From an optimization exercise on the open Yosys and OpenROAD flow, aimed at small area, a short achievable clock period and few clock cycles; shortcuts taken in it are not production practice.
Only simulation tests tie the RTL to the original design; equivalence was not proved.
Power is estimated from default activity; no workload was simulated.

==> run a <==
==> flow/design.v (excerpt) <==
module scrb_line (
    input  wire        clk,
    input  wire        rst,         
    input  wire        cmd_valid,
    output wire        cmd_ready,
    input  wire [15:0] cmd_x1,      
    input  wire [15:0] cmd_y1,      
    input  wire [15:0] cmd_x2,      
    input  wire [15:0] cmd_y2,      
    input  wire [7:0]  cmd_width,   
    input  wire [10:0] cmd_w,       
    input  wire [10:0] cmd_h,       
    output wire        px_valid,
    input  wire        px_ready,
    output wire [9:0]  px_x,
    output wire [9:0]  px_y,
    output wire        done
);
clock: 11.0 ns
lec_check: 0
cap_margin: 20
core_margin: 2
core_utilization: 40
place_density: 0.5
slew_margin: 20
run.sh (not shown) runs the stock make flow with config.mk's settings and CLKGATE_MAP_FILE= SYNTH_SCRIPT=/design/flow/synth_recipe.tcl, a recipe that flattens the netlist after the stock synthesis.
==> run b (differences from run a) <==
--- a/flow/design.v
+++ b/flow/design.v
@@ -64,10 +64,45 @@
             t6 = {rt[5:0], 2'b01};
             rt = {rt[5:0], (x6 >= {1'b0, t6})};
             isqrt_lo = rt;
         end
     endfunction
+    function [6:0] isqrt_hi3;
+        input [5:0] v;
+        reg [1:0] x0;  reg       g0;  reg [1:0] m0;
+        reg [3:0] x1;  reg [2:0] t1;  reg [2:0] m1;
+        reg [4:0] x2;  reg [3:0] t2;  reg [3:0] m2;
+        reg [2:0] rt;
+        begin
+            x0 = v[5:4];
+            g0 = (x0 != 2'd0);
+            m0 = x0 - {1'b0, g0};
+            rt = {2'd0, g0};
+            x1 = {m0, v[3:2]};
+            t1 = {rt[0], 2'b01};
+            if (x1 >= {1'b0, t1}) begin m1 = x1 - {1'b0, t1}; rt = {rt[1:0], 1'b1}; end
+            else                  begin m1 = x1[2:0];          rt = {rt[1:0], 1'b0}; end
+            x2 = {m1, v[1:0]};
+            t2 = {rt[1:0], 2'b01};
+            if (x2 >= {1'b0, t2}) begin m2 = x2 - {1'b0, t2}; rt = {rt[1:0], 1'b1}; end
+            else                  begin m2 = x2[3:0];          rt = {rt[1:0], 1'b0}; end
+            isqrt_hi3 = {m2, rt};
+        end
+    endfunction
+    function [6:0] isqrt_lo4;
+        input [6:0] s;
+        input [7:0] v;
+        reg [5:0] x3;  reg [4:0] t3;  reg [4:0] m3;
+        reg [3:0] rt;
+        begin
+            x3 = {s[6:3], v[7:6]};
+            t3 = {s[2:0], 2'b01};
+            if (x3 >= {1'b0, t3}) begin m3 = x3 - {1'b0, t3}; rt = {s[2:0], 1'b1}; end
+            else                  begin m3 = x3[4:0];          rt = {s[2:0], 1'b0}; end
+            isqrt_lo4 = isqrt_lo({m3, rt}, v[5:0]);
+        end
+    endfunction
     reg       setup;               
     reg [2:0] step;
     reg       run;
     reg        [7:0]  width;
     reg        [9:0]  bw1, bh1;    
@@ -94,17 +129,17 @@
     reg        [16:0] sn;
     reg signed [16:0] rowy;
     reg               rowvis;
     reg               pa_pv, pa_eor, pa_z, pa_bv;
     reg signed [11:0] pa_px;
-    reg        [8:0]  pa_sa, pa_sb;
-    reg        [5:0]  pa_va, pa_vb;
+    reg        [8:0]  pa_sa;
+    reg        [5:0]  pa_va;
+    reg        [6:0]  pa_sb;
+    reg        [7:0]  pa_vb;
     reg               pb_pv, pb_eor, pb_z, pb_bv;
     reg signed [11:0] pb_px;
     reg        [6:0]  pb_a, pb_b;
-    reg               pc_pv, pc_eor;
-    reg signed [11:0] pc_l, pc_h, pc_hl, pc_hh;
     reg signed [11:0] ac_lo, ac_hi, ac_hl, ac_hh;    
     reg               rb_v;
     reg signed [11:0] rb_lo, rb_hi, rb_hl, rb_hh;
     reg               e_v, e2_v, e_first;
     reg        [9:0]  e_x, e_end, e_y, e2_s, e2_e;
@@ -124,20 +159,19 @@
             3'd6: begin sa = {{3{rowy[16]}}, rowy}; sb = sy ? {{11{snr[8]}}, snr} : {13'd0, rh}; end
             default: begin sa = {10'd0, bh1}; sb = ~{{3{rowy[16]}}, rowy}; sc = 1'b1; end
         endcase
     end
     wire        [19:0] su   = sa + sb + {19'd0, sc};
-    wire               su_pos = !su[19] && (su != 20'd0);
     wire y0_lo = rowy[16];
     wire y0_hi = su[19];
     wire signed [8:0]  srh  = $signed({2'b0, rh});
     wire rel    = (woj >= snr) && (woj <= srh);
     wire capc   = sy ? (woj < srh) : (woj > snr);
     wire cap_now = capc && !cap;
     wire last_pt = (wn == 17'd0);
     wire rowend = !rel || last_pt || (!rowvis && capc);
-    wire eor_busy = pa_eor || pb_eor || pc_eor || rb_v;
+    wire eor_busy = pa_eor || pb_eor || rb_v;
     wire wstall = rowend && rowvis && eor_busy;
     wire wgo    = run && wact && !wstall;
     wire dec   = xmaj ? wd[19] : (!wd[19] && (wd != 20'sd0));
     wire stepx = xmaj || dec;
     wire stepy = !xmaj || dec;
@@ -158,17 +192,21 @@
     wire px_low  = wpx[17] && !(&wpx[16:9]);
     wire px_high = !wpx[17] && ((|wpx[16:11]) || (&wpx[10:9]));
     wire signed [11:0] px_sat = px_low ? -12'sd512 : px_high ? 12'sd1535 : wpx[11:0];
     wire signed [14:0] wu   = wt - $signed({6'd0, kin});                              
     wire        [6:0]  a_pb = isqrt_lo(pa_sa, pa_va);
-    wire        [6:0]  b_pb = isqrt_lo(pa_sb, pa_vb);
+    wire        [6:0]  b_pb = isqrt_lo4(pa_sb, pa_vb);
     wire        [6:0]  ar   = (pb_z && pb_a != 7'd0) ? pb_a - 7'd1 : pb_a;
     wire signed [11:0] sbw1 = $signed({2'd0, bw1});
     wire signed [11:0] q_l  = pb_px - $signed({5'd0, pb_a});
     wire signed [11:0] q_h  = pb_px + $signed({5'd0, ar});
     wire signed [11:0] q_hl = pb_px + $signed({5'b11111, ~pb_b});     
     wire signed [11:0] q_hh = pb_px + $signed({5'd0, pb_b}) + 12'sd1;
+    wire signed [11:0] pc_l  = !pb_pv ?  12'sd2047 : q_l;
+    wire signed [11:0] pc_h  = !pb_pv ? -12'sd2048 : q_h;
+    wire signed [11:0] pc_hl = !pb_pv ? -12'sd2048 : pb_bv ? q_hl :  12'sd2047;
+    wire signed [11:0] pc_hh = !pb_pv ?  12'sd2047 : pb_bv ? q_hh : -12'sd2048;
     wire signed [11:0] n_lo = (ac_lo < pc_l)  ? ac_lo : pc_l;
     wire signed [11:0] n_hi = (ac_hi > pc_h)  ? ac_hi : pc_h;
     wire signed [11:0] n_hl = (ac_hl > pc_hl) ? ac_hl : pc_hl;
     wire signed [11:0] n_hh = (ac_hh < pc_hh) ? ac_hh : pc_hh;
     wire hole  = rb_hl + 12'sd2 <= rb_hh;
@@ -183,11 +221,11 @@
     wire v1    = i_lo && !(hole ? rb_hl[11] : rb_hi[11]);
     wire v2    = hole && i_hh && !rb_hi[11];
     wire fire     = e_v && px_ready;
     wire seg_over = !e_v || (fire && (e_x == e_end));
     wire take_rb  = seg_over && !e2_v && rb_v;
-    wire all_empty = !wact && !pa_pv && !pa_eor && !pb_pv && !pb_eor && !pc_pv && !pc_eor &&
+    wire all_empty = !wact && !pa_pv && !pa_eor && !pb_pv && !pb_eor &&
                      !rb_v && !e_v && !e2_v;
     wire fin = run && all_empty;
     assign cmd_ready = (!setup && !run) || fin;
     assign done      = fin;
     assign px_valid  = e_v;
@@ -206,13 +244,13 @@
         if (setup) begin
             snr <= -$signed({2'b0, r});
             rh  <= (r == 7'd0) ? 7'd0 : r - 7'd1;
             kin <= {r, 2'b00} - 9'd3;
             case (step)
-                3'd0: begin dx <= su[16:0]; sx <= su_pos; end
-                3'd1: begin dy <= su[17:0]; sy <= su_pos; end
-                3'd2: dx <= su[16:0];
+                3'd0: dx <= su[16:0];
+                3'd1: dy <= su[17:0];
+                3'd2: begin dx <= su[16:0]; sx <= !dx[16] && (dx != 17'd0); sy <= !dy[16] && (dy[16:0] != 17'd0); end
                 3'd3: begin
                     dy      <= {1'b0, su[16:0]};
                     noinner <= ((dx == 17'd0) && (dy[16:0] == 17'd0)) || (r < 7'd3);
                 end
                 3'd4: begin wd <= su; xmaj <= !su[19]; end
@@ -268,33 +306,29 @@
             end
         end
         pa_px <= px_sat;
         pa_sa <= isqrt_hi(wt[13:6]);
         pa_va <= wt[5:0];
-        pa_sb <= isqrt_hi(wu[13:6]);
-        pa_vb <= wu[5:0];
+        pa_sb <= isqrt_hi3(wu[13:8]);
+        pa_vb <= wu[7:0];
         pa_bv <= !noinner && !wu[14];
         pa_z  <= (woj == 9'sd0);
         pb_px <= pa_px;
         pb_a  <= a_pb;
         pb_b  <= b_pb;
         pb_bv <= pa_bv;
         pb_z  <= pa_z;
-        pc_l  <= (!pb_pv || rst) ?  12'sd2047 : q_l;
-        pc_h  <= (!pb_pv || rst) ? -12'sd2048 : q_h;
-        pc_hl <= (!pb_pv || rst) ? -12'sd2048 : pb_bv ? q_hl :  12'sd2047;
-        pc_hh <= (!pb_pv || rst) ?  12'sd2047 : pb_bv ? q_hh : -12'sd2048;
-        if (pc_eor) begin
+        if (pb_eor) begin
             rb_lo   <= n_lo;
             rb_hi   <= n_hi;
             rb_hl   <= n_hl;
             rb_hh   <= n_hh;
         end
-        ac_lo <= (pc_eor || rst) ?  12'sd2047 : n_lo;
-        ac_hi <= (pc_eor || rst) ? -12'sd2048 : n_hi;
-        ac_hl <= (pc_eor || rst) ? -12'sd2048 : n_hl;
-        ac_hh <= (pc_eor || rst) ?  12'sd2047 : n_hh;
+        ac_lo <= (pb_eor || rst) ?  12'sd2047 : n_lo;
+        ac_hi <= (pb_eor || rst) ? -12'sd2048 : n_hi;
+        ac_hl <= (pb_eor || rst) ? -12'sd2048 : n_hl;
+        ac_hh <= (pb_eor || rst) ?  12'sd2047 : n_hh;
         if (seg_over) begin
             if (e2_v) begin
                 e_x   <= e2_s;
                 e_end <= e2_e;
             end else begin
@@ -317,12 +351,10 @@
             wact    <= 1'b0;
             pa_pv   <= 1'b0;
             pa_eor  <= 1'b0;
             pb_pv   <= 1'b0;
             pb_eor  <= 1'b0;
-            pc_pv   <= 1'b0;
-            pc_eor  <= 1'b0;
             rb_v    <= 1'b0;
             e_v     <= 1'b0;
             e2_v    <= 1'b0;
         end else begin
             if (cmd_valid && cmd_ready) setup <= 1'b1;
@@ -337,12 +369,11 @@
             if (wgo && rowend && (!(cap || cap_now) || nrow_past))
                 wact <= 1'b0;
             pa_pv   <= wgo && rel && rowvis;
             pa_eor  <= wgo && rowend && rowvis;
             pb_pv   <= pa_pv;  pb_eor <= pa_eor;
-            pc_pv   <= pb_pv;  pc_eor <= pb_eor;
-            if (pc_eor) rb_v <= 1'b1;
+            if (pb_eor) rb_v <= 1'b1;
             else if (take_rb) rb_v <= 1'b0;
             if (seg_over) begin
                 if (e2_v) begin
                     e_v  <= 1'b1;
                     e2_v <= 1'b0;
--- a/flow/config.mk
+++ b/flow/config.mk
@@ -5,8 +5,9 @@
 export SDC_FILE = /design/flow/constraint.sdc
 export NUM_CORES = 4
 export LEC_CHECK = 0
 export CAP_MARGIN = 20
 export CORE_MARGIN = 2
-export CORE_UTILIZATION = 40
-export PLACE_DENSITY = 0.5
+export CORE_UTILIZATION = 65
+export PLACE_DENSITY = 0.75
+export SETUP_SLACK_MARGIN = 5
 export SLEW_MARGIN = 20
==> qor summary <==
	run a	run b
Non-clock buffer instance count of the final layout	168	164
Run status	no timing/DRC/antenna violations	no timing/DRC/antenna violations
Wire length per cell	21.93 um	21.36 um
Slowest stage cell, crit path	dfxtp_1	dfxtp_4
Share of the synthesized area in the top cell type	19.31%	20.06%
Sequential fraction of design power	30.9%	29.1%
Launch instance of the worst min-delay path	pa_px[1]$_SDFF_PP0_	pa_bv$_DFF_P_
Crit-path max cell delay	0.67 ns	0.38 ns
Wire length reported by the detailed router	121400 um	103700 um
Switching portion of total power	40.34%	41.66%
Critical path arrival	7.06 ns	6.43 ns
Net count reported at finish	4675	4557
Logic inverters	253	236
Slew Limit Headroom	21.95%	23.08%
Cell Rows	112	86
Worst setup startpoint	step[2]$_SDFFE_PP0P_	pa_vb[6]$_DFF_P_
Fraction of area in registers	31.88%	31.36%
Largest net degree at the start of global routing	54	68
Testbench counts of run a, summed over its fixed seeds: cycles 393,043.
Testbench counts of run b, summed over its fixed seeds: cycles 391,041.

port drivers added, routing unchanged:
Ports are ideal in the flow. The routed layouts listed here were re-timed in OpenROAD. Step 1 assumes that a clkbuf_16 drives the clock port and a buf_2 every other input. Step 2, shift: input delay + t, output delay - t, t = (earliest + latest rising clock arrival at the registers) / 2. This alone moves slack from input paths to output paths. Slacks: ideal / step 1 / step 2; pairs: ideal / step 1.
run	t (ns)	setup WS [ns]	hold slack, ns	slew at the worst register clock pin (ns)
run a	0.705	4.308 / 4.308 / 4.308	0.325 / 0.325 / 0.325	0.07 / 0.07
run b	0.684	5.056 / 5.056 / 5.049	0.321 / 0.321 / 0.321	0.07 / 0.07
After both steps every run listed still meets setup and hold. For run b, which loses most, drivers alone change the setup slack by 0.000 ns; drivers and shift together by -0.007 ns.
